This is an optimization exercise on Yosys and OpenROAD, whose aim is small area, a short achievable clock period and few clock cycles per item, not a production implementation. Only simulation tests tie the RTL to the original design; equivalence was not proved.

==> 05-05 <==
// s16_encoder
module s16_encoder (
    input  wire        clk,
    input  wire        rst,         
    input  wire        in_valid,
    output wire        in_ready,
    input  wire [27:0] in_data,
    input  wire        in_last,
    output reg         out_valid,
    input  wire        out_ready,
    output reg  [31:0] out_word,
    output reg         out_last
);
    reg  [27:0] w0;
    reg  [13:0] w1;
    reg  [8:0] w2;
    reg  [6:0] w3;
    reg  [5:0] w4;
    reg  [4:0] w5;
    reg  [3:0] w6;
    reg  [2:0] w7;
    reg  [2:0] w8;
    reg  [1:0] w9;
    reg  [1:0] w10;
    reg  [1:0] w11;
    reg  [1:0] w12;
    reg  [1:0] w13;
    reg  [1:0] w14;
    reg  [1:0] w15;
    reg  [1:0] w16;
    reg  [1:0] w17;
    reg  [1:0] w18;
    reg  [1:0] w19;
    reg  [1:0] w20;
    reg  [0:0] w21;
    reg  [0:0] w22;
    reg  [0:0] w23;
    reg  [0:0] w24;
    reg  [0:0] w25;
    reg  [0:0] w26;
    reg  [0:0] w27;
    reg  [28:0] koh;    
    reg         wlast;  
    reg         r_v, r_l, s_v, s_l;
    reg  [27:0] r_d, s_d;
    reg  [9:0] r_f;    
    assign in_ready = !s_v;
    wire rf1 = r_f[0];
    wire rf2 = r_f[1];
    wire rf3 = r_f[2];
    wire rf4 = r_f[3];
    wire rf5 = r_f[4];
    wire rf6 = r_f[5];
    wire rf7 = r_f[6];
    wire rf9 = r_f[7];
    wire rf10 = r_f[8];
    wire rf14 = r_f[9];
    wire rf28 = 1'b1;
  ...
export LEC_CHECK = 0
export CAP_MARGIN = 40
export CORE_MARGIN = 2
export CORE_UTILIZATION = 50
export PLACE_DENSITY = 0.7
export SLEW_MARGIN = 40
create_clock -name core_clock -period 12.0 [get_ports {clk}]
standard.sh (not shown) runs the stock make flow with config.mk's settings and CLKGATE_MAP_FILE= SYNTH_SCRIPT=/design/flow/synth_recipe.tcl, a recipe that flattens the netlist after the stock synthesis.
==> flow/flow/run.sh <==
#!/bin/bash
set -euo pipefail
bash standard.sh SETUP_SLACK_MARGIN=7.75 finish > standard_flow.log 2>&1
==> 08-20 (differences from 05-05) <==
--- a/flow/design.v
+++ b/flow/design.v
@@ -140,12 +140,12 @@
     wire ge15 = koh[0] | koh[1];
     wire fin_nor = ~((fit[0] & ~le0) | (fit[1] & ~le1) | (fit[2] & ~le2) | (fit[3] & ~le3) | (fit[4] & ~le4) | (fit[5] & ~le5) | (fit[6] & ~le6) | (fit[7] & ~le7) | (fit[8] & ~le8) | (fit[9] & ~le9) | (fit[10] & ~le10) | (fit[11] & ~le11) | (fit[12] & ~le12) | (fit[13] & ~le13) | (fit[14] & ~le14) | (fit[15] & ~le15));
     wire allw    = (fit[0] & ge0) | (fit[1] & ge1) | (fit[2] & ge2) | (fit[3] & ge3) | (fit[4] & ge4) | (fit[5] & ge5) | (fit[6] & ge6) | (fit[7] & ge7) | (fit[8] & ge8) | (fit[9] & ge9) | (fit[10] & ge10) | (fit[11] & ge11) | (fit[12] & ge12) | (fit[13] & ge13) | (fit[14] & ge14) | (fit[15] & ge15);
     wire out_free = !out_valid || out_ready;
     wire emit    = (caseA || fin_nor) && out_free;
-    wire keep    = !emit && !rst;
-    wire clr     = emit && caseA && allw && !rst;
+    wire keep    = !emit;
+    wire clr     = emit && caseA && allw;
     wire [15:0] oh;
     assign oh[0] = fit[0];
     assign oh[1] = fit[1] & ~|fit[0:0];
     assign oh[2] = fit[2] & ~|fit[1:0];
     assign oh[3] = fit[3] & ~|fit[2:0];
@@ -159,22 +159,22 @@
     assign oh[11] = fit[11] & ~|fit[10:0];
     assign oh[12] = fit[12] & ~|fit[11:0];
     assign oh[13] = fit[13] & ~|fit[12:0];
     assign oh[14] = fit[14] & ~|fit[13:0];
     assign oh[15] = fit[15] & ~|fit[14:0];
-    wire sh1 = emit & !rst & (oh[15]);
-    wire sh2 = emit & !rst & (oh[14]);
-    wire sh3 = emit & !rst & (oh[13]);
-    wire sh4 = emit & !rst & (oh[12]);
-    wire sh5 = emit & !rst & (oh[10] | oh[11]);
-    wire sh6 = emit & !rst & (oh[8] | oh[9]);
-    wire sh7 = emit & !rst & (oh[7]);
-    wire sh8 = emit & !rst & (oh[6]);
-    wire sh9 = emit & !rst & (oh[5]);
-    wire sh14 = emit & !rst & (oh[4]);
-    wire sh21 = emit & !rst & (oh[1] | oh[2] | oh[3]);
-    wire sh28 = emit & !rst & (oh[0]);
+    wire sh1 = emit & (oh[15]);
+    wire sh2 = emit & (oh[14]);
+    wire sh3 = emit & (oh[13]);
+    wire sh4 = emit & (oh[12]);
+    wire sh5 = emit & (oh[10] | oh[11]);
+    wire sh6 = emit & (oh[8] | oh[9]);
+    wire sh7 = emit & (oh[7]);
+    wire sh8 = emit & (oh[6]);
+    wire sh9 = emit & (oh[5]);
+    wire sh14 = emit & (oh[4]);
+    wire sh21 = emit & (oh[1] | oh[2] | oh[3]);
+    wire sh28 = emit & (oh[0]);
     wire [27:0] nw0 = ({28{keep}} & w0) | ({28{sh1}} & {14'b0, w1}) | ({28{sh2}} & {19'b0, w2}) | ({28{sh3}} & {21'b0, w3}) | ({28{sh4}} & {22'b0, w4}) | ({28{sh5}} & {23'b0, w5}) | ({28{sh6}} & {24'b0, w6}) | ({28{sh7}} & {25'b0, w7}) | ({28{sh8}} & {25'b0, w8}) | ({28{sh9}} & {26'b0, w9}) | ({28{sh14}} & {26'b0, w14}) | ({28{sh21}} & {27'b0, w21});
     wire [13:0] nw1 = ({14{keep}} & w1) | ({14{sh1}} & {5'b0, w2}) | ({14{sh2}} & {7'b0, w3}) | ({14{sh3}} & {8'b0, w4}) | ({14{sh4}} & {9'b0, w5}) | ({14{sh5}} & {10'b0, w6}) | ({14{sh6}} & {11'b0, w7}) | ({14{sh7}} & {11'b0, w8}) | ({14{sh8}} & {12'b0, w9}) | ({14{sh9}} & {12'b0, w10}) | ({14{sh14}} & {12'b0, w15}) | ({14{sh21}} & {13'b0, w22});
     wire [8:0] nw2 = ({9{keep}} & w2) | ({9{sh1}} & {2'b0, w3}) | ({9{sh2}} & {3'b0, w4}) | ({9{sh3}} & {4'b0, w5}) | ({9{sh4}} & {5'b0, w6}) | ({9{sh5}} & {6'b0, w7}) | ({9{sh6}} & {6'b0, w8}) | ({9{sh7}} & {7'b0, w9}) | ({9{sh8}} & {7'b0, w10}) | ({9{sh9}} & {7'b0, w11}) | ({9{sh14}} & {7'b0, w16}) | ({9{sh21}} & {8'b0, w23});
     wire [6:0] nw3 = ({7{keep}} & w3) | ({7{sh1}} & {1'b0, w4}) | ({7{sh2}} & {2'b0, w5}) | ({7{sh3}} & {3'b0, w6}) | ({7{sh4}} & {4'b0, w7}) | ({7{sh5}} & {4'b0, w8}) | ({7{sh6}} & {5'b0, w9}) | ({7{sh7}} & {5'b0, w10}) | ({7{sh8}} & {5'b0, w11}) | ({7{sh9}} & {5'b0, w12}) | ({7{sh14}} & {5'b0, w17}) | ({7{sh21}} & {6'b0, w24});
     wire [5:0] nw4 = ({6{keep}} & w4) | ({6{sh1}} & {1'b0, w5}) | ({6{sh2}} & {2'b0, w6}) | ({6{sh3}} & {3'b0, w7}) | ({6{sh4}} & {3'b0, w8}) | ({6{sh5}} & {4'b0, w9}) | ({6{sh6}} & {4'b0, w10}) | ({6{sh7}} & {4'b0, w11}) | ({6{sh8}} & {4'b0, w12}) | ({6{sh9}} & {4'b0, w13}) | ({6{sh14}} & {4'b0, w18}) | ({6{sh21}} & {5'b0, w25});
@@ -200,11 +200,11 @@
     wire [0:0] nw24 = ({1{keep}} & w24) | ({1{sh1}} & w25) | ({1{sh2}} & w26) | ({1{sh3}} & w27);
     wire [0:0] nw25 = ({1{keep}} & w25) | ({1{sh1}} & w26) | ({1{sh2}} & w27);
     wire [0:0] nw26 = ({1{keep}} & w26) | ({1{sh1}} & w27);
     wire [0:0] nw27 = ({1{keep}} & w27);
     wire [28:0] poh;
-    assign poh[0] = (keep & koh[0]) | (sh1 & koh[1]) | (sh2 & koh[2]) | (sh3 & koh[3]) | (sh4 & koh[4]) | (sh5 & koh[5]) | (sh6 & koh[6]) | (sh7 & koh[7]) | (sh8 & koh[8]) | (sh9 & koh[9]) | (sh14 & koh[14]) | (sh21 & koh[21]) | (sh28 & koh[28]) | clr | rst;
+    assign poh[0] = (keep & koh[0]) | (sh1 & koh[1]) | (sh2 & koh[2]) | (sh3 & koh[3]) | (sh4 & koh[4]) | (sh5 & koh[5]) | (sh6 & koh[6]) | (sh7 & koh[7]) | (sh8 & koh[8]) | (sh9 & koh[9]) | (sh14 & koh[14]) | (sh21 & koh[21]) | (sh28 & koh[28]) | clr;
     assign poh[1] = (keep & koh[1]) | (sh1 & koh[2]) | (sh2 & koh[3]) | (sh3 & koh[4]) | (sh4 & koh[5]) | (sh5 & koh[6]) | (sh6 & koh[7]) | (sh7 & koh[8]) | (sh8 & koh[9]) | (sh9 & koh[10]) | (sh14 & koh[15]) | (sh21 & koh[22]);
     assign poh[2] = (keep & koh[2]) | (sh1 & koh[3]) | (sh2 & koh[4]) | (sh3 & koh[5]) | (sh4 & koh[6]) | (sh5 & koh[7]) | (sh6 & koh[8]) | (sh7 & koh[9]) | (sh8 & koh[10]) | (sh9 & koh[11]) | (sh14 & koh[16]) | (sh21 & koh[23]);
     assign poh[3] = (keep & koh[3]) | (sh1 & koh[4]) | (sh2 & koh[5]) | (sh3 & koh[6]) | (sh4 & koh[7]) | (sh5 & koh[8]) | (sh6 & koh[9]) | (sh7 & koh[10]) | (sh8 & koh[11]) | (sh9 & koh[12]) | (sh14 & koh[17]) | (sh21 & koh[24]);
     assign poh[4] = (keep & koh[4]) | (sh1 & koh[5]) | (sh2 & koh[6]) | (sh3 & koh[7]) | (sh4 & koh[8]) | (sh5 & koh[9]) | (sh6 & koh[10]) | (sh7 & koh[11]) | (sh8 & koh[12]) | (sh9 & koh[13]) | (sh14 & koh[18]) | (sh21 & koh[25]);
     assign poh[5] = (keep & koh[5]) | (sh1 & koh[6]) | (sh2 & koh[7]) | (sh3 & koh[8]) | (sh4 & koh[9]) | (sh5 & koh[10]) | (sh6 & koh[11]) | (sh7 & koh[12]) | (sh8 & koh[13]) | (sh9 & koh[14]) | (sh14 & koh[19]) | (sh21 & koh[26]);
@@ -229,11 +229,11 @@
     assign poh[24] = (keep & koh[24]) | (sh1 & koh[25]) | (sh2 & koh[26]) | (sh3 & koh[27]) | (sh4 & koh[28]);
     assign poh[25] = (keep & koh[25]) | (sh1 & koh[26]) | (sh2 & koh[27]) | (sh3 & koh[28]);
     assign poh[26] = (keep & koh[26]) | (sh1 & koh[27]) | (sh2 & koh[28]);
     assign poh[27] = (keep & koh[27]) | (sh1 & koh[28]);
     assign poh[28] = (keep & koh[28]);
-    wire r_go = r_v && (!wlast || clr) && !rst;
+    wire r_go = r_v && (!wlast || clr);
     wire [27:0] put;
     assign put[0] = r_go & poh[0];
     assign put[1] = r_go & poh[1] & rf14;
     assign put[2] = r_go & poh[2] & rf9;
     assign put[3] = r_go & poh[3] & rf7;
@@ -310,60 +310,84 @@
     wire sel3 = oh[8] | oh[9] | oh[10] | oh[11] | oh[12] | oh[13] | oh[14] | oh[15];
     wire [27:0] n_d = s_v ? s_d : in_data;
     wire        n_l = s_v ? s_l : in_last;
     wire [9:0] n_f = {~|n_d[27:14], ~|n_d[27:10], ~|n_d[27:9], ~|n_d[27:7], ~|n_d[27:6], ~|n_d[27:5], ~|n_d[27:4], ~|n_d[27:3], ~|n_d[27:2], ~|n_d[27:1]};
     always @(posedge clk) begin
-        w0 <= nw0 | ({28{put[0]}} & r_d[27:0]);
-        w1 <= nw1 | ({14{put[1]}} & r_d[13:0]);
-        w2 <= nw2 | ({9{put[2]}} & r_d[8:0]);
-        w3 <= nw3 | ({7{put[3]}} & r_d[6:0]);
-        w4 <= nw4 | ({6{put[4]}} & r_d[5:0]);
-        w5 <= nw5 | ({5{put[5]}} & r_d[4:0]);
-        w6 <= nw6 | ({4{put[6]}} & r_d[3:0]);
-        w7 <= nw7 | ({3{put[7]}} & r_d[2:0]);
-        w8 <= nw8 | ({3{put[8]}} & r_d[2:0]);
-        w9 <= nw9 | ({2{put[9]}} & r_d[1:0]);
-        w10 <= nw10 | ({2{put[10]}} & r_d[1:0]);
-        w11 <= nw11 | ({2{put[11]}} & r_d[1:0]);
-        w12 <= nw12 | ({2{put[12]}} & r_d[1:0]);
-        w13 <= nw13 | ({2{put[13]}} & r_d[1:0]);
-        w14 <= nw14 | ({2{put[14]}} & r_d[1:0]);
-        w15 <= nw15 | ({2{put[15]}} & r_d[1:0]);
-        w16 <= nw16 | ({2{put[16]}} & r_d[1:0]);
-        w17 <= nw17 | ({2{put[17]}} & r_d[1:0]);
-        w18 <= nw18 | ({2{put[18]}} & r_d[1:0]);
-        w19 <= nw19 | ({2{put[19]}} & r_d[1:0]);
-        w20 <= nw20 | ({2{put[20]}} & r_d[1:0]);
-        w21 <= nw21 | ({1{put[21]}} & r_d[0:0]);
-        w22 <= nw22 | ({1{put[22]}} & r_d[0:0]);
-        w23 <= nw23 | ({1{put[23]}} & r_d[0:0]);
-        w24 <= nw24 | ({1{put[24]}} & r_d[0:0]);
-        w25 <= nw25 | ({1{put[25]}} & r_d[0:0]);
-        w26 <= nw26 | ({1{put[26]}} & r_d[0:0]);
-        w27 <= nw27 | ({1{put[27]}} & r_d[0:0]);
-        koh <= app ? {poh[27:0], 1'b0} : poh;
-    end
-    always @(posedge clk) begin
         if (rst) begin
+            w0 <= 28'd0;
+            w1 <= 14'd0;
+            w2 <= 9'd0;
+            w3 <= 7'd0;
+            w4 <= 6'd0;
+            w5 <= 5'd0;
+            w6 <= 4'd0;
+            w7 <= 3'd0;
+            w8 <= 3'd0;
+            w9 <= 2'd0;
+            w10 <= 2'd0;
+            w11 <= 2'd0;
+            w12 <= 2'd0;
+            w13 <= 2'd0;
+            w14 <= 2'd0;
+            w15 <= 2'd0;
+            w16 <= 2'd0;
+            w17 <= 2'd0;
+            w18 <= 2'd0;
+            w19 <= 2'd0;
+            w20 <= 2'd0;
+            w21 <= 1'd0;
+            w22 <= 1'd0;
+            w23 <= 1'd0;
+            w24 <= 1'd0;
+            w25 <= 1'd0;
+            w26 <= 1'd0;
+            w27 <= 1'd0;
+            koh       <= 29'd1;
             wlast     <= 1'b0;
             r_v       <= 1'b0;
             s_v       <= 1'b0;
             out_valid <= 1'b0;
         end else begin
+            w0 <= nw0 | ({28{put[0]}} & r_d[27:0]);
+            w1 <= nw1 | ({14{put[1]}} & r_d[13:0]);
+            w2 <= nw2 | ({9{put[2]}} & r_d[8:0]);
+            w3 <= nw3 | ({7{put[3]}} & r_d[6:0]);
+            w4 <= nw4 | ({6{put[4]}} & r_d[5:0]);
+            w5 <= nw5 | ({5{put[5]}} & r_d[4:0]);
+            w6 <= nw6 | ({4{put[6]}} & r_d[3:0]);
+            w7 <= nw7 | ({3{put[7]}} & r_d[2:0]);
+            w8 <= nw8 | ({3{put[8]}} & r_d[2:0]);
+            w9 <= nw9 | ({2{put[9]}} & r_d[1:0]);
+            w10 <= nw10 | ({2{put[10]}} & r_d[1:0]);
+            w11 <= nw11 | ({2{put[11]}} & r_d[1:0]);
+            w12 <= nw12 | ({2{put[12]}} & r_d[1:0]);
+            w13 <= nw13 | ({2{put[13]}} & r_d[1:0]);
+            w14 <= nw14 | ({2{put[14]}} & r_d[1:0]);
+            w15 <= nw15 | ({2{put[15]}} & r_d[1:0]);
+            w16 <= nw16 | ({2{put[16]}} & r_d[1:0]);
+            w17 <= nw17 | ({2{put[17]}} & r_d[1:0]);
+            w18 <= nw18 | ({2{put[18]}} & r_d[1:0]);
+            w19 <= nw19 | ({2{put[19]}} & r_d[1:0]);
+            w20 <= nw20 | ({2{put[20]}} & r_d[1:0]);
+            w21 <= nw21 | ({1{put[21]}} & r_d[0:0]);
+            w22 <= nw22 | ({1{put[22]}} & r_d[0:0]);
+            w23 <= nw23 | ({1{put[23]}} & r_d[0:0]);
+            w24 <= nw24 | ({1{put[24]}} & r_d[0:0]);
+            w25 <= nw25 | ({1{put[25]}} & r_d[0:0]);
+            w26 <= nw26 | ({1{put[26]}} & r_d[0:0]);
+            w27 <= nw27 | ({1{put[27]}} & r_d[0:0]);
+            koh <= app ? {poh[27:0], 1'b0} : poh;
             if (clr)
                 wlast <= app & r_l;
             else if (app)
                 wlast <= r_l;
             if (!r_v || app) begin
                 r_v <= s_v || in_valid;
                 r_d <= n_d; r_l <= n_l; r_f <= n_f;
                 s_v <= 1'b0;
             end else if (in_valid && !s_v) begin
-                s_v <= 1'b1;
-            end
-            if (!s_v) begin
-                s_d <= in_data; s_l <= in_last;
+                s_v <= 1'b1; s_d <= in_data; s_l <= in_last;
             end
             if (emit) begin
                 out_valid <= 1'b1;
                 out_word  <= {sel3, sel2, sel1, sel0, payload};
                 out_last  <= caseA & allw;
==> flow/flow/run.sh (replaced) <==
#!/bin/bash
set -euo pipefail
bash standard.sh SETUP_SLACK_MARGIN=7.5 finish > standard_flow.log 2>&1
==> summary of the runs <==
- In sequential cell count, 08-20 and 05-05 do not differ.
- Against 05-05, the via count of 08-20 is smaller by about 1.4%.
- Of 08-20 and 05-05, 08-20 has the higher critical path depth (gap 2).
- In 05-05 the clock skew is higher than in 08-20, by 8.4 ps.
- In 08-20 the sequential share of layout area is higher than in 05-05, by 0.87 points.
- Of 05-05 and 08-20, 05-05 has the higher global-route usage (gap 2.0 points).
- Between 05-05 and 08-20, the lower die area is in 05-05 (gap 2.3%, measured against 08-20).
==> figures <==
Run status: 08-20 timing/DRC/antenna clean; 05-05 timing/DRC/antenna clean
Critical-path cell with the highest stage delay: 08-20 sky130_fd_sc_hd__or4b_4; 05-05 sky130_fd_sc_hd__or4_4
Number of gates resized after cts: 08-20 101; 05-05 148
Crit path arrival time: 08-20 5040 ps; 05-05 4580 ps
Avg Synthesized Cell Area: 08-20 8.42 sq um; 05-05 8.60 sq um
Synth unique cells: 08-20 90; 05-05 83
Met2 routed wirelength: 08-20 33.4 mm; 05-05 33.2 mm
Detailed-routing wirelength on met1: 08-20 28.2 mm; 05-05 29.0 mm
End point of the most critical hold path: 08-20 w0[27]$_SDFF_PP0_; 05-05 w0[25]$_DFF_P_
Final cell count without fillers: 08-20 2469; 05-05 2436
Post-route cell area: 08-20 20300 sq um; 05-05 20900 sq um
Synthesized netlist net count: 08-20 2105; 05-05 2013
Setup bufs post-CTS: 08-20 26; 05-05 55
Sum of routed wire length over all layers: 08-20 81.1 mm; 05-05 83.8 mm
Fraction of the yosys area taken by sequential cells: 08-20 33.8%; 05-05 34.6%
Area fraction of the dominant cell type after synthesis: 08-20 17.4%; 05-05 17.8%
Beginning of the worst register-to-register path: 08-20 w11[1]$_SDFF_PP0_; 05-05 w1[7]$_DFF_P_
Clock buffer and inverter area fraction after layout: 08-20 4.56%; 05-05 4.57%
Insertion delay of the later-clocked pin in the worst-skew pair: 08-20 600 ps; 05-05 570 ps
Placeable core area: 08-20 34500 sq um; 05-05 33500 sq um
Worst stage delay on the critical path: 08-20 560 ps; 05-05 570 ps
Testbench counts of 05-05, summed over its fixed seeds: cycles 33,249, items 33,203.
Testbench counts of 08-20, summed over its fixed seeds: cycles 33,249, items 33,203.

-- re-timing with driven ports --
No port has a modelled driver above. Below, the same layouts with a new extraction and two added sets of constraints.
Step 1: set_driving_cell puts a clkbuf_16 on clk and a buf_2 on each other input, an assumption about the parent block.
Step 2 times the ports against the registers' clock, not the clock port: input delays grow and output delays shrink by t, the midpoint of the rising clock arrivals with the driver on.
Three values: ideal, step 1, step 2; two values: the first two.
run	t, ns	setup WS [ns]	worst register clock-pin slew, ns
05-05	0.611	7.689 / 7.689 / 7.186	0.08 / 0.08
08-20	0.647	7.494 / 7.494 / 6.980	0.07 / 0.07
After both steps every run listed still meets setup and hold. The setup slack of 08-20, which loses most, moves by 0.000 ns with the drivers and by -0.514 ns with both steps.
